Context: an optimization exercise on an open-source flow, tuned for small area. The choices shown serve that exercise and are no tape-out recipe. The RTL was checked by simulation tests, not by an equivalence proof against the original design. The flow treats the clock pin as an ideal source. Dropping or thinning the clock tree relies on that and would not hold on a real chip. Power figures rest on the tool's default switching activity, not on a simulated workload.

===== config.mk =====
export PLATFORM = sky130hd
export DESIGN_NAME = beebc_core
export DESIGN_NICKNAME = beebc_core
export VERILOG_FILES = /design/flow/design.v
export SDC_FILE = /design/flow/constraint.sdc
export NUM_CORES = 4
export LEC_CHECK = 0
export CAP_MARGIN = 0
export CORE_MARGIN = 2
export CORE_UTILIZATION = 40
export SLEW_MARGIN = 0
export BUFFER_PORTS_ARGS = -buffer_cell sky130_fd_sc_hd__buf_1
export CTS_ARGS = -repair_clock_nets -buf_list sky130_fd_sc_hd__clkbuf_4 -dont_use_dummy_load -sink_buffer_max_cap_derate 1.0
export POST_CTS_TCL = /design/flow/flow/collapse.tcl
export COLLAPSE_ROOT_CELL = sky130_fd_sc_hd__buf_12

===== flow/abc_area.abc =====
strash
dch
amap
topo


===== flow/run.sh =====
#!/bin/bash
# The standard ORFS layout (standard.sh), with three changes:
#  - synthesis maps the logic with the area-oriented ABC script in
#    flow/abc_area.abc instead of ORFS's speed script (the rest of the
#    standard synthesis, synth_recipe.tcl, is unchanged: same registers, same
#    flattening and renaming);
#  - the port buffers are the smallest buffer cell, sky130_fd_sc_hd__buf_1;
#  - clock tree synthesis options (CTS_ARGS below), after which
#    flow/collapse.tcl (run by ORFS as the POST_CTS_TCL hook) merges the
#    clock tree into one buffer, a sky130_fd_sc_hd__buf_12, that drives every register.

# The make output of every step goes to standard.log in this folder; ORFS's
# own per-step logs stay under orfs/logs.
set -euo pipefail
here=$(pwd)
export MY_ABC_SCRIPT=$here/flow/abc_area.abc
{
  head -n 1 synth_recipe.tcl
  cat <<'TCL'
proc abc {args} {
  set i [lsearch -exact $args -script]
  if {$i >= 0} { set args [lreplace $args $i [expr {$i + 1}] -script $::env(MY_ABC_SCRIPT)] }
  yosys abc {*}$args
}
TCL
  tail -n +2 synth_recipe.tcl
} > my_synth.tcl
sed "s#SYNTH_SCRIPT=[^ ]*synth_recipe.tcl#SYNTH_SCRIPT=$here/my_synth.tcl#" standard.sh > my_standard.sh
grep -q "SYNTH_SCRIPT=$here/my_synth.tcl" my_standard.sh
echo 'export BUFFER_PORTS_ARGS = -buffer_cell sky130_fd_sc_hd__buf_1' >> config.mk
CTS_ARGS="-repair_clock_nets -buf_list sky130_fd_sc_hd__clkbuf_4 -dont_use_dummy_load -sink_buffer_max_cap_derate 1.0"
if [ -n "$CTS_ARGS" ]; then echo "export CTS_ARGS = $CTS_ARGS" >> config.mk; fi
echo "export POST_CTS_TCL = $here/flow/collapse.tcl" >> config.mk
echo 'export COLLAPSE_ROOT_CELL = sky130_fd_sc_hd__buf_12' >> config.mk
bash my_standard.sh > standard.log 2>&1

===== constraint.sdc =====
create_clock -name core_clock -period 8.0 [get_ports {clk}]
set_input_delay 1.6000 -clock core_clock [delete_from_list [all_inputs] [get_ports {clk}]]
set_output_delay 1.6000 -clock core_clock [all_outputs]
set_load 0.01 [all_outputs]

===== flow/collapse.tcl =====
# Collapse the clock tree built by CTS into its root buffer: every sink of a
# leaf buffer moves to the root buffer's output net, and the leaf buffers
# (and any dummy loads) are removed. The root buffer is then resized to the
# cell named by COLLAPSE_ROOT_CELL, if set.
set block [ord::get_db_block]
set root [$block findInst clkbuf_0_clk]
if {$root == "NULL"} { error "collapse: no root clock buffer clkbuf_0_clk" }
set rootnet [[$root findITerm X] getNet]
set n 0
foreach inst [$block getInsts] {
  set name [$inst getName]
  if {$inst == $root} continue
  if {[string match "clkbuf_*_clk" $name] || [string match "clkload*" $name]} {
    set xterm ""
    foreach it [$inst getITerms] { if {[$it isOutputSignal]} { set xterm $it } }
    if {$xterm != ""} {
      set outnet [$xterm getNet]
      if {$outnet != "NULL"} {
        foreach it [$outnet getITerms] {
          if {$it != $xterm} { $it disconnect; $it connect $rootnet }
        }
      }
    }
    foreach it [$inst getITerms] { $it disconnect }
    odb::dbInst_destroy $inst
    if {$xterm != "" && $outnet != "NULL"} { odb::dbNet_destroy $outnet }
    incr n
  }
}
puts "collapse: removed $n clock tree cells"
if {[info exists ::env(COLLAPSE_ROOT_CELL)]} {
  $root swapMaster [[ord::get_db] findMaster $::env(COLLAPSE_ROOT_CELL)]
}
# The root buffer may have grown: legalize the placement again.
detailed_placement
check_placement -verbose

===== design.v =====
module beebc_decoder (
    input  wire [3:0] state,
    input  wire [3:0] opcode,    
    input  wire       cf,
    input  wire       zf,
    output reg  [3:0] next
);
    localparam [3:0] C0   = 4'd0;
    localparam [3:0] C1   = 4'd9;
    localparam [3:0] C2   = 4'd2;
    localparam [3:0] C3   = 4'd8;
    localparam [3:0] C4   = 4'd7;
    localparam [3:0] C5   = 4'd4;
    localparam [3:0] C6   = 4'd5;
    localparam [3:0] C7   = 4'd1;
    localparam [3:0] LDA  = 4'd15;
    localparam [3:0] ADD  = 4'd10;
    localparam [3:0] SUB  = 4'd14;
    localparam [3:0] STA  = 4'd12;
    localparam [3:0] OUT  = 4'd11;
    localparam [3:0] JMP  = 4'd13;
    localparam [3:0] CPY  = 4'd6;
    localparam [3:0] HLT  = 4'd3;
    always @(*) begin
        case (state)
            C0:  next = C1;
            C1:  next = C2;
            C2:
                case (opcode)
                    4'd1:    next = LDA;
                    4'd2:    next = ADD;
                    4'd3:    next = SUB;
                    4'd4:    next = STA;
                    4'd6:    next = JMP;
                    4'd7:    next = cf ? JMP : C3;    
                    4'd8:    next = zf ? JMP : C3;    
                    4'd14:   next = OUT;
                    4'd15:   next = HLT;
                    default: next = C3;               
                endcase
            C3:  next = C4;
            C4:  next = C5;
            C5:  next = C6;
            C6:  next = C7;
            C7:  next = C0;
            LDA: next = C4;
            ADD: next = CPY;
            SUB: next = CPY;
            STA: next = C4;
            OUT: next = C4;
            JMP: next = C4;
            CPY: next = C5;
            default: next = HLT;                      
        endcase
    end
endmodule
module beebc_core (
    input  wire       clk,
    input  wire       rst,         
    output wire [3:0] mem_addr,
    input  wire [7:0] mem_rdata,
    output wire [7:0] mem_wdata,
    output wire       mem_we,
    output wire [7:0] out,
    output wire       out_strobe,
    output wire       halted
);
    localparam [3:0] C0   = 4'd0;
    localparam [3:0] C1   = 4'd9;
    localparam [3:0] C2   = 4'd2;
    localparam [3:0] C3   = 4'd8;
    localparam [3:0] C4   = 4'd7;
    localparam [3:0] C5   = 4'd4;
    localparam [3:0] C6   = 4'd5;
    localparam [3:0] C7   = 4'd1;
    localparam [3:0] LDA  = 4'd15;
    localparam [3:0] ADD  = 4'd10;
    localparam [3:0] SUB  = 4'd14;
    localparam [3:0] STA  = 4'd12;
    localparam [3:0] OUT  = 4'd11;
    localparam [3:0] JMP  = 4'd13;
    localparam [3:0] CPY  = 4'd6;
    localparam [3:0] HLT  = 4'd3;
    reg  [3:0] state;
    reg  [3:0] pc;
    reg  [3:0] m;       
    reg  [7:0] a;
    reg  [7:0] alu;
    reg        cf;
    reg        zf;
    wire [3:0] next;
    beebc_decoder u_dec (
        .state  (state),
        .opcode (mem_rdata[7:4]),
        .cf     (cf),
        .zf     (zf),
        .next   (next)
    );
    wire fetch  = (state == C2);
    wire s_lda  = (state == LDA);
    wire s_alu  = (state == ADD) | (state == SUB);    
    wire s_sub  = state[2];    
    wire s_copy = (state == CPY);                     
    wire s_step = (state == C3) | (state == LDA) | (state == ADD) | (state == SUB) |
                  (state == STA) | (state == OUT);    
    wire [7:0] b = mem_rdata ^ {8{s_sub}};
    wire [8:0] c;
    wire [7:0] r;
    assign c[0] = s_sub;
    assign r[0] = a[0] ^ mem_rdata[0];
    assign c[1] = s_sub ? (a[0] | ~mem_rdata[0]) : (a[0] & mem_rdata[0]);
    genvar i;
    generate
        for (i = 1; i < 8; i = i + 1) begin : g_add
            assign r[i]   = a[i] ^ b[i] ^ c[i];
            assign c[i+1] = (a[i] & b[i]) | (c[i] & (a[i] ^ b[i]));
        end
    endgenerate
    wire ovf = c[8] ^ s_sub;
    wire is_ldi = fetch & (mem_rdata[7:4] == 4'd5);
    wire a_from_alu = ~rst & s_copy;
    wire a_from_mem = ~rst & (s_lda | is_ldi);
    wire a_hold     = ~rst & ~(s_copy | s_lda | is_ldi);
    wire [7:0] ld   = {mem_rdata[7:4] & {4{~fetch}}, mem_rdata[3:0]};
    wire alu_load   = ~rst & s_alu & ~ovf;
    wire alu_hold   = ~rst & ~(s_alu & ~ovf);
    always @(posedge clk) begin
        m   <= pc + 4'd1;
        a   <= ({8{a_from_alu}} & alu) | ({8{a_from_mem}} & ld) | ({8{a_hold}} & a);
        alu <= ({8{alu_load}} & r) | ({8{alu_hold}} & alu);
        if (rst) begin
            state <= C0;
            pc    <= 4'd0;
            cf    <= 1'b0;
            zf    <= 1'b0;
        end else begin
            state <= next;
            if (fetch)
                pc <= mem_rdata[3:0];
            else if (s_step)
                pc <= m;
            if (s_alu) begin
                cf <= ovf;
                zf <= ~ovf & (r == 8'h00);
            end
        end
    end
    assign mem_addr   = pc;
    assign mem_wdata  = a;
    assign mem_we     = (state == STA);
    assign out        = a;
    assign out_strobe = (state == OUT);
    assign halted     = (state == HLT);
endmodule

===== standard.sh =====
#!/bin/bash
# synth_recipe.tcl (not shown) runs the flow's synth.tcl, then flattens the netlist and writes it again
# the make line also repeats each setting of config.mk as NAME=value (left out here)
make -C /OpenROAD-flow-scripts/flow DESIGN_CONFIG=/design/flow/config.mk WORK_HOME=/design/flow/orfs CLKGATE_MAP_FILE= SYNTH_SCRIPT=/design/flow/synth_recipe.tcl "${@:-finish}"

==> results.ini, run 1 <==
[outcome]
status=finished clean

[worst_hold_path]
min_path_type=reg2reg
hold_start=pc[0]

[critical_path]
critPathLaunch=mem_rdata[1]
end_kind=flop
cp_common_cell=fa_1
critPathKind=in2reg
worstPathCellList=buf_1 -> nand2_1 -> o21ai_0 -> fa_1 -> fa_1 -> fa_1 -> fa_1 -> fa_1 -> clkinv_1 -> fa_1 -> clkinv_1 -> fa_1 -> a2111oi_1 -> buf_4 -> nor2_1 -> a32o_1
critPathMaxFanout=9
cp.arrival_ns=5.68
critPathLaunchType=primary input
slowest_delay_ns=0.42
crit_slowest_cell=fa_1
rr_startpoint=state[2]
critPathRequiredTime_ns=8.05

[timing]
finalClockSkew_ns=0.00305
rsz0062_at_grt=no
slew_violations=0
fmax_ghz=0.178
finalHoldViolCount=0
setup_viol=0
worst_slew_pin_slew_ns=0.999
tns_ns=0
slew_headroom_pct=32.9
min_period_over_period_pct=70.4
period_minus_slack_ns=5.63

[floorplan]
die_w_um=64.7
floorplan.initialDensity_pct=40.8
core_um2=3610
dieArea_um2=4180
ioPinCount=33
rows=22
die_y_um=64.7

[power_and_ir_drop]
power_density_nw_per_um2=185
leakagePower_nw=0.552
ir_drop_mv=0.107

[final_layout]
fin_nets=214
design_area_um2=1630
drive_gt1_share_pct=1.55
diodes=0
area_growth_pct=10.6

[synth]
syn-cell-area_um2=1470
syn_inst=167
syn_avg_cell_area_um2=8.82
ys_ff_latch=30
synth.net_count=185
synth_top_area_share_pct=40.8
yosys.area.top_type=dfxtp_1
synth.area.top_cells=dfxtp_1, fa_1, clkinv_1
synth_warnings=2
ys_types=26
ys_seq_area_share_pct=40.8

[placement]
dpl_cell_area_um2=1610
place_hpwl_mm=2.65
port_buffers=32
globalplace.congestion=0.801

[routing]
drc=0
finalWirelength_mm=3.48
dr.pass1.iters=6
final_antenna_net_count=0
drt-initial-drc-count=210
vias=1370
vias_per_cell=5.66
routedWlPerCell_um=14.4

[cts]
path_clk_slew_ns=0.11
clock_latency_ns=0.14
clock-sinks=30

[flow_run]
maxCapViolCount=0

[global_routing]
grt_pass1_vias=1203
antenna_found_initial=0
overflow=0
grt_pass1_wl_mm=5.75
grt_max_degree=31
grt_usage_pct=20.0

-- synthesized netlist by cell type --
cell type and number:
a31oi_1 2, a32o_1 6, nand2_1 17, o21a_1 1
o32ai_1 2, a2111oi_0 1, nor2_1 19, ha_1 1
buf_4 8, nor2b_1 1, o31ai_1 1, dfxtp_1 30
a22oi_1 4, o22a_1 1, nor3_1 6, nand4_1 1
o22ai_1 8, o221a_1 1, a21oi_1 1, o21ai_0 12
o21bai_1 1, nand3_1 2, a222oi_1 8, nor4_1 3
clkinv_1 23, fa_1 7
-- layout make-up --
| class | instances | area, um^2 |
|---|---|---|
| well taps | 48 | 60.1 |
| inverters | 23 | 86.3 |
| clock buffers | 1 | 20.0 |
| multi-input cells | 106 | 727 |
| repair buffers | 34 | 135 |
| flip-flops and latches | 30 | 601 |
| fillers | 368 | 1980 |
-- flip-flops by register name (all words and copies together), names as in the netlist --
signal	cells
cf	1
alu	8
a	8
zf	1
m	4
state	4
pc	4
-- logic make-up after synthesis --
group,synth area share [%]
and+or+nand+nor,14.0
buffers and inverters,9.94
adders and majority gates,10.4
AOI/OAI and AO/OA,24.9
DFF,40.8
-- metal layers --
metal / global-route usage, % / vias to the layer above / share of wire, %
met5: 0 / - / 0
met4: 2.39 / 0 / 0.95
met3: 3.13 / 6 / 7.8
met2: 32.4 / 70 / 44
met1: 28.9 / 635 / 47
li1: - / 659 / -
-- worst max-delay path, delay by kind of cell --
| family | cells | cell delay (ns) |
|---|---|---|
| AO/OA/AOI/OAI | 3 | 0.83 |
| buffers and inverters | 4 | 0.49 |
| AND/OR/NAND/NOR | 2 | 0.22 |
| adder cells (fa/ha/maj) | 7 | 2.52 |
-- per-stage QoR --
stage / instances / hold slack, ns / utilization [%] / worst slack [ns] / power [mW]
after global routing: 242 / 0.478 / 45.2 / 2.16 / 0.321
after floorplan: 167 / 0.425 / - / 1.69 / 0.223
after detailed placement: 241 / 0.428 / 44.6 / 2.21 / 0.246
after global placement: 241 / 0.420 / 44.6 / 2.28 / 0.245
final: 242 / 0.454 / 45.2 / 2.37 / 0.302
-- final timing paths --
path | endpoint | slack [ns] | cells past startpoint
hold reg to reg | m[0] | 0.45 | 1
hold / removal | m[0] | 0.45 | 1
setup / recovery | alu[1] | 2.37 | 16
setup reg to reg | alu[1] | 2.92 | 16
-- cells in the final DEF, fill, tap and decap left out, types with 2 or more instances in the layout --
| master | Yosys | final |
|---|---|---|
| buf_1 | 0 | 32 |
| dfxtp_1 | 30 | 30 |
| clkinv_1 | 23 | 23 |
| nor2_1 | 19 | 19 |
| nand2_1 | 17 | 17 |
| o21ai_0 | 12 | 12 |
| o22ai_1 | 8 | 8 |
| a222oi_1 | 8 | 8 |
| fa_1 | 7 | 7 |
| nor3_1 | 6 | 6 |
| a32o_1 | 6 | 6 |
| a22oi_1 | 4 | 4 |
| nor4_1 | 3 | 3 |
| nand3_1 | 2 | 2 |
| o32ai_1 | 2 | 2 |
| a31oi_1 | 2 | 2 |
| buf_4 | 8 | 2 |
-- where the power goes --
part	switching, mW	leakage [nW]	internal [mW]
combinational	0.0460	0.299	0.0250
clock	0.0372	0.00940	0.0205
sequential	0.0119	0.243	0.161
total	0.0951	0.552	0.206
==> run 2, diff against run 1 <==
--- a/config.mk
+++ b/config.mk
@@ -8,6 +8,7 @@
 export CAP_MARGIN = 0
 export CORE_MARGIN = 2
 export CORE_UTILIZATION = 40
+export GPL_TIMING_DRIVEN = 0
 export SLEW_MARGIN = 0
 export BUFFER_PORTS_ARGS = -buffer_cell sky130_fd_sc_hd__buf_1
 export CTS_ARGS = -repair_clock_nets -buf_list sky130_fd_sc_hd__clkbuf_4 -dont_use_dummy_load -sink_buffer_max_cap_derate 1.0
==> run 2 against run 1 <==
Cell count is 2.5% higher. Register-to-register slack worse by 0.60 ns. Critical endpoint is now alu[2]. Largest cell class unchanged. Sequential power hardly changed. Via count is 1.2% higher. Clock skew is 0.0048 ns higher. Highest routed layer unchanged. Routed wire length is 2.4% higher. Die area stayed put. Synthesized cell count stayed put.
==> results.ini, run 2 <==
[global_routing]
grt_max_degree=31  ; unchanged
grt_pass1_wl_mm=6.07  ; was 5.75 mm
overflow=0  ; unchanged
grt_usage_pct=20.8  ; was 20.0%
grt_pass1_vias=1261  ; was 1203
antenna_found_initial=0  ; unchanged

[floorplan]
dieArea_um2=4180  ; unchanged
floorplan.initialDensity_pct=40.8  ; unchanged
core_um2=3610  ; unchanged
rows=22  ; unchanged
ioPinCount=33  ; unchanged
die_w_um=64.7  ; unchanged
die_y_um=64.7  ; unchanged

[synth]
ys_seq_area_share_pct=40.8  ; unchanged
synth_common_cells=dfxtp_1, clkinv_1, nor2_1  ; unchanged
syn_avg_cell_area_um2=8.82  ; unchanged
ys_types=26  ; unchanged
syn-cell-area_um2=1470  ; unchanged
syn_inst=167  ; unchanged
synth_most_common_cell=dfxtp_1  ; unchanged
synth.net_count=185  ; unchanged
ys_ff_latch=30  ; unchanged
synth.area.top_cells=dfxtp_1, fa_1, clkinv_1  ; unchanged
yosys.area.top_type=dfxtp_1  ; unchanged
synth_warnings=2  ; unchanged
yosys_most_used_dff=dfxtp_1  ; unchanged
synth_top_area_share_pct=40.8  ; unchanged
synth_enable_flop_cells=0  ; unchanged
synthArstFlopShare_pct=0  ; unchanged

[final_layout]
final_common_cell=buf_1  ; unchanged
drive_gt1_share_pct=5.50  ; was 1.55%
area_growth_pct=14.4  ; was 10.6%
reg_top3=a x8, alu x8  ; unchanged
final_cell_mix=buf_1, dfxtp_1, clkinv_1, nor2_1, nand2_1  ; unchanged
stdcell_count=248  ; was 242
fin_nets=220  ; was 214
diodes=0  ; unchanged

[critical_path]
critPathRequiredTime_ns=8.05  ; about the same
end_kind=flop  ; unchanged
cp.arrival_ns=6.23  ; was 5.68 ns
worstPathCellList=buf_1 -> nand2_1 -> o21ai_0 -> fa_1 -> fa_1 -> fa_1 -> fa_1 -> fa_1 -> clkinv_1 -> fa_1 -> clkinv_1 -> fa_1 -> a2111oi_2 -> nor2_1 -> a32o_1  ; was buf_1 -> nand2_1 -> o21ai_0 -> fa_1 -> fa_1 -> fa_1 -> fa_1 -> fa_1 -> clkinv_1 -> fa_1 -> clkinv_1 -> fa_1 -> a2111oi_1 -> buf_4 -> nor2_1 -> a32o_1
critPathMaxFanout=9  ; unchanged
critPathLaunchType=primary input  ; unchanged
cp_common_cell=fa_1  ; unchanged
crit_family=adder cells  ; unchanged
crit_slowest_cell=a2111oi_2  ; was fa_1
path_buf_inv=3  ; was 4
critPathKind=in2reg  ; unchanged
slowest_delay_ns=0.89  ; was 0.42 ns

[routing]
drc=0  ; unchanged
final_antenna_net_count=0  ; unchanged
wl_met2_mm=1.74  ; was 1.55 mm
met1Wirelength_mm=1.57  ; was 1.63 mm
wl_met3_um=217  ; was 271 um
finalWirelength_mm=3.56  ; was 3.48 mm
routedWlPerCell_um=14.4  ; about the same
highest_layer=met4  ; unchanged
vias=1386  ; was 1370
drt-initial-drc-count=153  ; was 210
dr.pass1.iters=5  ; was 6
vias_per_cell=5.59  ; was 5.66

[placement]
port_buffers=32  ; unchanged
place_hpwl_mm=2.68  ; was 2.65 mm
place_inst=247  ; was 241
globalplace.congestion=0.819  ; was 0.801

[worst_hold_path]
min_path_type=reg2reg  ; unchanged

[timing]
tns_ns=0  ; unchanged
finalHoldViolCount=0  ; unchanged
setup_viol=0  ; unchanged
period_minus_slack_ns=6.18  ; was 5.63 ns
slew_headroom_pct=33.2  ; was 32.9%
rsz0062_at_grt=no  ; unchanged
worst_slew_pin_slew_ns=0.995  ; was 0.999 ns
min_period_over_period_pct=77.2  ; was 70.4%
slew_violations=0  ; unchanged
finalClockSkew_ns=0.00782  ; was 0.00305 ns
fmax_ghz=0.162  ; was 0.178 GHz

[power_and_ir_drop]
leakagePower_nw=0.585  ; was 0.552 nW
ir_drop_mv=0.0985  ; was 0.107 mV
power_density_nw_per_um2=181  ; was 185 nW/um^2

[outcome]
status=finished clean  ; unchanged

[cts]
clock_latency_ns=0.15  ; was 0.14 ns
path_clk_slew_ns=0.12  ; was 0.11 ns
clock-sinks=30  ; unchanged

[flow_run]
maxCapViolCount=0  ; unchanged

[run 2: final timing paths]
| check | from | end | slack (ns) | cells after the start |
|---|---|---|---|---|
| max | mem_rdata[1] | alu[2] | 1.82 | 15 |
| min | pc[0] | m[0] | 0.45 | 1 |
| max reg2reg | state[2] | alu[2] | 2.32 | 15 |
| min reg2reg | pc[0] | m[0] | 0.45 | 1 |
[run 2: logic make-up (layout without fill, tap and decap cells)]
| group | after synthesis | after routing | synth area share (%) |
|---|---|---|---|
| AO/OA/AOI/OAI | 49 | 49 | 24.9 |
| AND/OR/NAND/NOR | 49 | 49 | 14.0 |
| buffers and inverters | 31 | 64 | 9.94 |
| flip-flops | 30 | 30 | 40.8 |
| adder cells (fa/ha/maj) | 8 | 8 | 10.4 |
[run 2: area by class of cell]
cell class,instances,area [um^2]
multi-input combinational,106,738
tap,48,60.1
buffer,8,60.1
timing repair buffer,32,120
clock buffer,1,20.0
inverter,23,86.3
fill,376,1920
sequential,30,601
[run 2: worst reg2reg max path: cells and delay by family (launching register included)]
kind | cells | cell delay, ns
adder cells (fa/ha/maj) | 7 | 2.59
buffers and inverters | 3 | 0.61
flip-flops | 1 | 0.53
AND/OR/NAND/NOR | 2 | 0.51
AO/OA/AOI/OAI | 3 | 1.34
[run 2: where the power goes]
| part | total [mW] | internal, mW | switching [mW] |
|---|---|---|---|
| Sequential | 0.173 | 0.161 | 0.0116 |
| Combinational | 0.0718 | 0.0250 | 0.0468 |
| Clock | 0.0600 | 0.0205 | 0.0395 |
| Total | 0.304 | 0.207 | 0.0980 |
[run 2: metrics by stage]
step / cell area (um^2) / utilization (%) / worst slack (ns) / total power [mW] / hold slack, ns
detailed placement: 1660 / 46.0 / 1.67 / 0.247 / 0.428
global placement: 1650 / 45.8 / 0.522 / 0.244 / 0.409
global route: 1690 / 46.7 / 1.54 / 0.325 / 0.484
floorplan: 1470 / - / 1.69 / 0.223 / 0.425
finish: 1690 / 46.7 / 1.82 / 0.304 / 0.450
[run 2: metal layers]
metal	GRT usage, %	vias up
li1	-	672
met1	30.3	649
met2	33.3	61
met3	2.26	4
met4	4.52	0
met5	0	-
==> run 3, diff against run 2 <==
--- a/config.mk
+++ b/config.mk
@@ -5,11 +5,11 @@
 export SDC_FILE = /design/flow/constraint.sdc
 export NUM_CORES = 4
 export LEC_CHECK = 0
-export CAP_MARGIN = 0
+export CAP_MARGIN = 20
 export CORE_MARGIN = 2
 export CORE_UTILIZATION = 40
 export GPL_TIMING_DRIVEN = 0
-export SLEW_MARGIN = 0
+export SLEW_MARGIN = 20
 export BUFFER_PORTS_ARGS = -buffer_cell sky130_fd_sc_hd__buf_1
 export CTS_ARGS = -repair_clock_nets -buf_list sky130_fd_sc_hd__clkbuf_4 -dont_use_dummy_load -sink_buffer_max_cap_derate 1.0
 export POST_CTS_TCL = /design/flow/flow/collapse.tcl
==> run 3 against run 2 <==
Sequential share of layout area is 0.11 points lower. Clock-buffer cell count stayed put. Via count is 3.2% higher. Final area is 0.30% higher. Critical path depth is 1 higher. Critical endpoint unchanged. First-iteration DRC count is 19% higher. Sequential power hardly changed. Largest cell class unchanged. Synthesized cell count stayed put. Combinational power hardly changed. Still clean.
==> results.ini, run 3 <==
[outcome]
status=finished clean  ; unchanged

[synth]
ys_types=26  ; unchanged
syn_avg_cell_area_um2=8.82  ; unchanged
synth_top_area_share_pct=40.8  ; unchanged
synth_enable_flop_cells=0  ; unchanged
synth_warnings=2  ; unchanged
yosys.area.top_type=dfxtp_1  ; unchanged
synth.net_count=185  ; unchanged
ys_ff_latch=30  ; unchanged
syn-cell-area_um2=1470  ; unchanged
synth_common_cells=dfxtp_1, clkinv_1, nor2_1  ; unchanged
synth_most_common_cell=dfxtp_1  ; unchanged
synthArstFlopShare_pct=0  ; unchanged
yosys_most_used_dff=dfxtp_1  ; unchanged
syn_inst=167  ; unchanged
synth.area.top_cells=dfxtp_1, fa_1, clkinv_1  ; unchanged
ys_seq_area_share_pct=40.8  ; unchanged

[placement]
place_hpwl_mm=2.75  ; was 2.68 mm
globalplace.congestion=0.819  ; unchanged
port_buffers=32  ; unchanged
place_inst=248  ; was 247
place_worst_setup_slack_ns=2.06  ; was 1.67 ns

[power_and_ir_drop]
p_sw_mw=0.0980  ; about the same
pwr-share-comb_pct=23.7  ; was 23.6%
ir_drop_mv=0.122  ; was 0.0985 mV
internal-power_mw=0.207  ; about the same
leakagePower_nw=0.591  ; was 0.585 nW
p_sw_share_pct=32.2  ; about the same
clkPwrFrac_pct=19.6  ; was 19.7%
power.sequential.fraction_pct=56.8  ; was 56.7%
power_density_nw_per_um2=180  ; was 181 nW/um^2

[floorplan]
die_w_um=64.7  ; unchanged
core_um2=3610  ; unchanged
ioPinCount=33  ; unchanged
dieArea_um2=4180  ; unchanged
die_y_um=64.7  ; unchanged
rows=22  ; unchanged
floorplan.initialDensity_pct=40.8  ; unchanged

[routing]
finalWirelength_mm=3.58  ; was 3.56 mm
final_antenna_net_count=0  ; unchanged
vias_per_cell=5.74  ; was 5.59
dr.pass1.iters=5  ; unchanged
drt-initial-drc-count=182  ; was 153
vias=1430  ; was 1386
drc=0  ; unchanged
routedWlPerCell_um=14.4  ; about the same

[timing]
finalClockSkew_ns=0.00484  ; was 0.00782 ns
period_minus_slack_ns=5.76  ; was 6.18 ns
min_period_over_period_pct=72.1  ; was 77.2%
fmax_ghz=0.173  ; was 0.162 GHz
finalHoldViolCount=0  ; unchanged
tns_ns=0  ; unchanged
rsz0062_at_grt=no  ; unchanged
slew_violations=0  ; unchanged
slew_headroom_pct=30.6  ; was 33.2%
setup_viol=0  ; unchanged
fin_ws_ns=2.24  ; was 1.82 ns
worst_slew_pin_slew_ns=1.03  ; was 0.995 ns
hold_ws_ns=0.449  ; was 0.450 ns

[critical_path]
critPathLaunchType=primary input  ; unchanged
critPathRequiredTime_ns=8.05  ; about the same
cp.arrival_ns=5.81  ; was 6.23 ns
critPathKind=in2reg  ; unchanged
end_kind=flop  ; unchanged
critPathMaxFanout=9  ; unchanged

[final_layout]
fin_nets=221  ; was 220
stdcell_count=249  ; was 248
utilization_pct=46.9  ; was 46.7%
reg_top3=a x8, alu x8  ; unchanged
area_growth_pct=14.8  ; was 14.4%
nFillCells=389  ; was 376
final_cell_mix=buf_1, dfxtp_1, clkinv_1, nor2_1, nand2_1  ; unchanged
drive_gt1_share_pct=5.97  ; was 5.50%
final_common_cell=buf_1  ; unchanged
diodes=0  ; unchanged

[cts]
path_clk_slew_ns=0.12  ; about the same
clock_latency_ns=0.15  ; about the same
clock-sinks=30  ; unchanged

[global_routing]
grt_pass1_wl_mm=6.01  ; was 6.07 mm
grt_pass1_vias=1292  ; was 1261
grt_usage_pct=20.5  ; was 20.8%
grt_max_degree=31  ; unchanged
overflow=0  ; unchanged
antenna_found_initial=0  ; unchanged

[worst_hold_path]
min_path_type=reg2reg  ; unchanged

[flow_run]
maxCapViolCount=0  ; unchanged

[run 3: cell counts after synthesis]
No cell type changed its count.
[run 3: critical path: stages]
cell and delay, ns:
buf_1 0.13, nand2_1 0.08, o21ai_0 0.13, fa_1 0.43, fa_1 0.40, fa_1 0.42, fa_1 0.40, fa_1 0.37
clkinv_1 0.06, fa_1 0.16, clkinv_1 0.07, fa_1 0.40, a2111oi_2 0.42, buf_2 0.27, nor2_1 0.18, a32o_1 0.30
[run 3: area by class of cell]
| type | instances | area, um^2 | share of cell area [%] |
|---|---|---|---|
| tap | 48 | 60.1 | 3.55 |
| sequential | 30 | 601 | 35.5 |
| inverter | 23 | 86.3 | 5.11 |
| multi-input combinational | 106 | 738 | 43.7 |
| timing repair buffer | 33 | 125 | 7.40 |
| buffer | 8 | 60.1 | 3.55 |
| clock buffer | 1 | 20.0 | 1.18 |
[run 3: final timing paths]
check / start / to / slack [ns] / cells past startpoint
worst min-delay path: pc[0] / m[0] / 0.45 / 1
worst max register to register: state[2] / alu[2] / 2.73 / 16
worst max-delay path: mem_rdata[1] / alu[2] / 2.24 / 16
worst min register to register: pc[0] / m[0] / 0.45 / 1
[run 3: layer usage]
layer  track usage, %  part of all wire [%]  vias to the layer above
li1                 -                     -                      680
met1             29.5                    42                      670
met2             34.2                    49                       74
met3             1.91                   7.7                        6
met4             3.19                   1.1                        0
met5                0                     0                        -
[run 3: cell families (layout without fill, tap and decap cells)]
| logic type | Yosys count | after routing | share of synthesized area, % |
|---|---|---|---|
| adders and majority gates | 8 | 8 | 10.4 |
| DFF | 30 | 30 | 40.8 |
| buffers and inverters | 31 | 65 | 9.94 |
| AOI/OAI and AO/OA | 49 | 49 | 24.9 |
| and+or+nand+nor | 49 | 49 | 14.0 |
[run 3: stage by stage]
| stage | power [mW] | area (um^2) |
|---|---|---|
| 6_report | 0.305 | 1690 |
| 5_1_grt | 0.326 | 1690 |
| 3_5_place_dp | 0.248 | 1670 |
| 3_3_place_gp | 0.244 | 1650 |
| 2_1_floorplan | 0.223 | 1470 |
[run 3: power by group through the flow]
stage	registers [mW]	clock network (mW)	logic (mW)
after floorplan	0.174	0	0.0489
after global routing	0.175	0.0684	0.0824
after detailed placement	0.176	0	0.0719
after global placement	0.175	0	0.0690
final	0.173	0.0596	0.0721
==> run 4, diff against run 3 <==
--- a/config.mk
+++ b/config.mk
@@ -8,7 +8,6 @@
 export CAP_MARGIN = 20
 export CORE_MARGIN = 2
 export CORE_UTILIZATION = 40
-export GPL_TIMING_DRIVEN = 0
 export SLEW_MARGIN = 20
 export BUFFER_PORTS_ARGS = -buffer_cell sky130_fd_sc_hd__buf_1
 export CTS_ARGS = -repair_clock_nets -buf_list sky130_fd_sc_hd__clkbuf_4 -dont_use_dummy_load -sink_buffer_max_cap_derate 1.0
==> run 4 against run 3 <==
Largest power group unchanged. Still clean on timing, DRC and antenna. Non-clock buffer count decreased by 7. Critical path depth unchanged. Register-to-register slack improved by 0.19 ns. Utilization decreased by 1.7 points. Fmax increased by 2.3%. Sequential power about the same.
==> results.ini, run 4 <==
[synth]
ys_ff_latch=30  ; unchanged
synth.area.top_cells=dfxtp_1, fa_1, clkinv_1  ; unchanged
synth_warnings=2  ; unchanged
syn-cell-area_um2=1470  ; unchanged
ys_seq_area_share_pct=40.8  ; unchanged
syn_avg_cell_area_um2=8.82  ; unchanged
synth_most_common_cell=dfxtp_1  ; unchanged
synth_enable_flop_cells=0  ; unchanged
syn_inst=167  ; unchanged
synthArstFlopShare_pct=0  ; unchanged
synth_common_cells=dfxtp_1, clkinv_1, nor2_1  ; unchanged
synth.net_count=185  ; unchanged
yosys_most_used_dff=dfxtp_1  ; unchanged
ys_types=26  ; unchanged
yosys.area.top_type=dfxtp_1  ; unchanged
synth_top_area_share_pct=40.8  ; unchanged

[final_layout]
ff_latch_area_um2=601  ; unchanged
reg_top3=a x8, alu x8  ; unchanged
nFillCells=368  ; was 389
final_common_cell=buf_1  ; unchanged
final_cell_mix=buf_1, dfxtp_1, clkinv_1, nor2_1, nand2_1  ; unchanged
diodes=0  ; unchanged
drive_gt1_share_pct=1.55  ; was 5.97%
multiInputGateArea_um2=727  ; was 738 um^2
design_area_um2=1630  ; was 1690 um^2
fin_nets=214  ; was 221
area_growth_pct=10.6  ; was 14.8%

[worst_hold_path]
hold_start=pc[0]  ; unchanged
min_path_type=reg2reg  ; unchanged

[timing]
setup_viol=0  ; unchanged
period_minus_slack_ns=5.63  ; was 5.76 ns
slew_violations=0  ; unchanged
finalHoldViolCount=0  ; unchanged
fmax_ghz=0.178  ; was 0.173 GHz
tns_ns=0  ; unchanged
min_period_over_period_pct=70.4  ; was 72.1%
slew_headroom_pct=32.9  ; was 30.6%
worst_slew_pin_slew_ns=0.999  ; was 1.03 ns
finalClockSkew_ns=0.00305  ; was 0.00484 ns
rsz0062_at_grt=no  ; unchanged

[power_and_ir_drop]
leakagePower_nw=0.552  ; was 0.591 nW
total_power_mw=0.302  ; was 0.305 mW
p_sw_share_pct=31.5  ; was 32.2%
clkPwrFrac_pct=19.1  ; was 19.6%
p_sw_mw=0.0951  ; was 0.0980 mW
internal-power_mw=0.206  ; was 0.207 mW
power.sequential.fraction_pct=57.3  ; was 56.8%
ir_drop_mv=0.107  ; was 0.122 mV
pwr-share-comb_pct=23.5  ; was 23.7%
power_density_nw_per_um2=185  ; was 180 nW/um^2

[cts]
clock_latency_ns=0.14  ; was 0.15 ns
path_clk_slew_ns=0.11  ; was 0.12 ns
clock-sinks=30  ; unchanged

[placement]
globalplace.congestion=0.801  ; was 0.819
place_hpwl_mm=2.65  ; was 2.75 mm
dpl_cell_area_um2=1610  ; was 1670 um^2
port_buffers=32  ; unchanged

[floorplan]
dieArea_um2=4180  ; unchanged
die_w_um=64.7  ; unchanged
floorplan.initialDensity_pct=40.8  ; unchanged
rows=22  ; unchanged
core_um2=3610  ; unchanged
die_y_um=64.7  ; unchanged
ioPinCount=33  ; unchanged

[outcome]
status=finished clean  ; unchanged

[routing]
vias_per_cell=5.66  ; was 5.74
drc=0  ; unchanged
dr.pass1.iters=6  ; was 5
vias=1370  ; was 1430
drt-initial-drc-count=210  ; was 182
final_antenna_net_count=0  ; unchanged
routedWlPerCell_um=14.4  ; about the same
finalWirelength_mm=3.48  ; was 3.58 mm

[global_routing]
antenna_found_initial=0  ; unchanged
grt_max_degree=31  ; unchanged
grt_usage_pct=20.0  ; was 20.5%
grt_pass1_vias=1203  ; was 1292
overflow=0  ; unchanged
grt_pass1_wl_mm=5.75  ; was 6.01 mm

[critical_path]
cp.arrival_ns=5.68  ; was 5.81 ns
end_kind=flop  ; unchanged
critPathLaunchType=primary input  ; unchanged
critPathLaunch=mem_rdata[1]  ; unchanged
rr_startpoint=state[2]  ; unchanged
critPathMaxFanout=9  ; unchanged
critPathKind=in2reg  ; unchanged
critPathRequiredTime_ns=8.05  ; about the same

[flow_run]
maxCapViolCount=0  ; unchanged

run 4: area by class of cell:
type / count / share of cell area (%)
Clock buffer: 1 / 1.23
Sequential cell: 30 / 36.9
Timing Repair Buffer: 34 / 8.29
Inverter: 23 / 5.30
Tap cell: 48 / 3.69
Multi-Input combinational cell: 106 / 44.6
run 4: final timing paths:
path	end	slack (ns)	cells past startpoint
worst max-delay path	alu[1]	2.37	16
worst min-delay path	m[0]	0.45	1
worst max register to register	alu[1]	2.92	16
worst min register to register	m[0]	0.45	1
run 4: stage by stage:
stage | util, % | hold WS, ns | worst slack [ns] | std cells
6_report | 45.2 | 0.454 | 2.37 | 242
5_1_grt | 45.2 | 0.478 | 2.16 | 242
3_5_place_dp | 44.6 | 0.428 | 2.21 | 241
3_3_place_gp | 44.6 | 0.420 | 2.28 | 241
2_1_floorplan | - | 0.425 | 1.69 | 167
run 4: routing by layer:
layer	part of all wire, %	global-route usage [%]	routed length [um]	up-vias
met3	7.8	3.13	271	6
met5	0	0	0	-
met4	0.95	2.39	33	0
li1	-	-	-	659
met2	44	32.4	1550	70
met1	47	28.9	1630	635
run 4: power groups by stage:
stage | clock (mW) | sequential, mW | combinational (mW)
final | 0.0577 | 0.173 | 0.0710
after global routing | 0.0665 | 0.175 | 0.0797
after detailed placement | 0 | 0.176 | 0.0706
after global placement | 0 | 0.175 | 0.0695
after floorplan | 0 | 0.174 | 0.0489
run 4: cells by family after synthesis:
kind of cell	after synthesis	share of synthesized area, %
AOI/OAI and AO/OA	49	24.9
and+or+nand+nor	49	14.0
buffers and inverters	31	9.94
DFF	30	40.8
adders and majority gates	8	10.4
run 4: worst max-delay path, stage by stage:
cell	delay, ns
buf_1	0.13
nand2_1	0.08
o21ai_0	0.12
fa_1	0.42
fa_1	0.39
fa_1	0.41
fa_1	0.39
fa_1	0.37
clkinv_1	0.06
fa_1	0.16
clkinv_1	0.07
fa_1	0.38
a2111oi_1	0.42
buf_4	0.23
nor2_1	0.14
a32o_1	0.29

-- static timing again, ports no longer ideal --
Ports are ideal in the flow. The routed layouts listed here were re-timed in OpenROAD. Step 1 (the two cells are an assumption about what drives the block):
set clk [get_ports {clk}]
set_driving_cell -lib_cell sky130_fd_sc_hd__clkbuf_16 $clk
set_driving_cell -lib_cell sky130_fd_sc_hd__buf_2 [delete_from_list [all_inputs] $clk]
Step 2 also shifts input and output timing later by t, the mid clock arrival at the registers, as if the neighbouring blocks saw the same clock. a / b / c = ideal ports / drivers / drivers and shift; a / b = the first two.
run	t, ns	setup WS [ns]	worst register clock-pin slew, ns
run 1	0.172	2.367 / 2.376 / 2.204	0.11 / 0.11
run 2	0.179	1.823 / 1.837 / 1.658	0.12 / 0.12
run 3	0.173	2.236 / 2.245 / 2.072	0.12 / 0.12
run 4	0.172	2.367 / 2.376 / 2.204	0.11 / 0.11
After both steps every run listed still meets setup and hold. For run 2, which loses most, drivers alone change the setup slack by +0.014 ns; drivers and shift together by -0.165 ns.
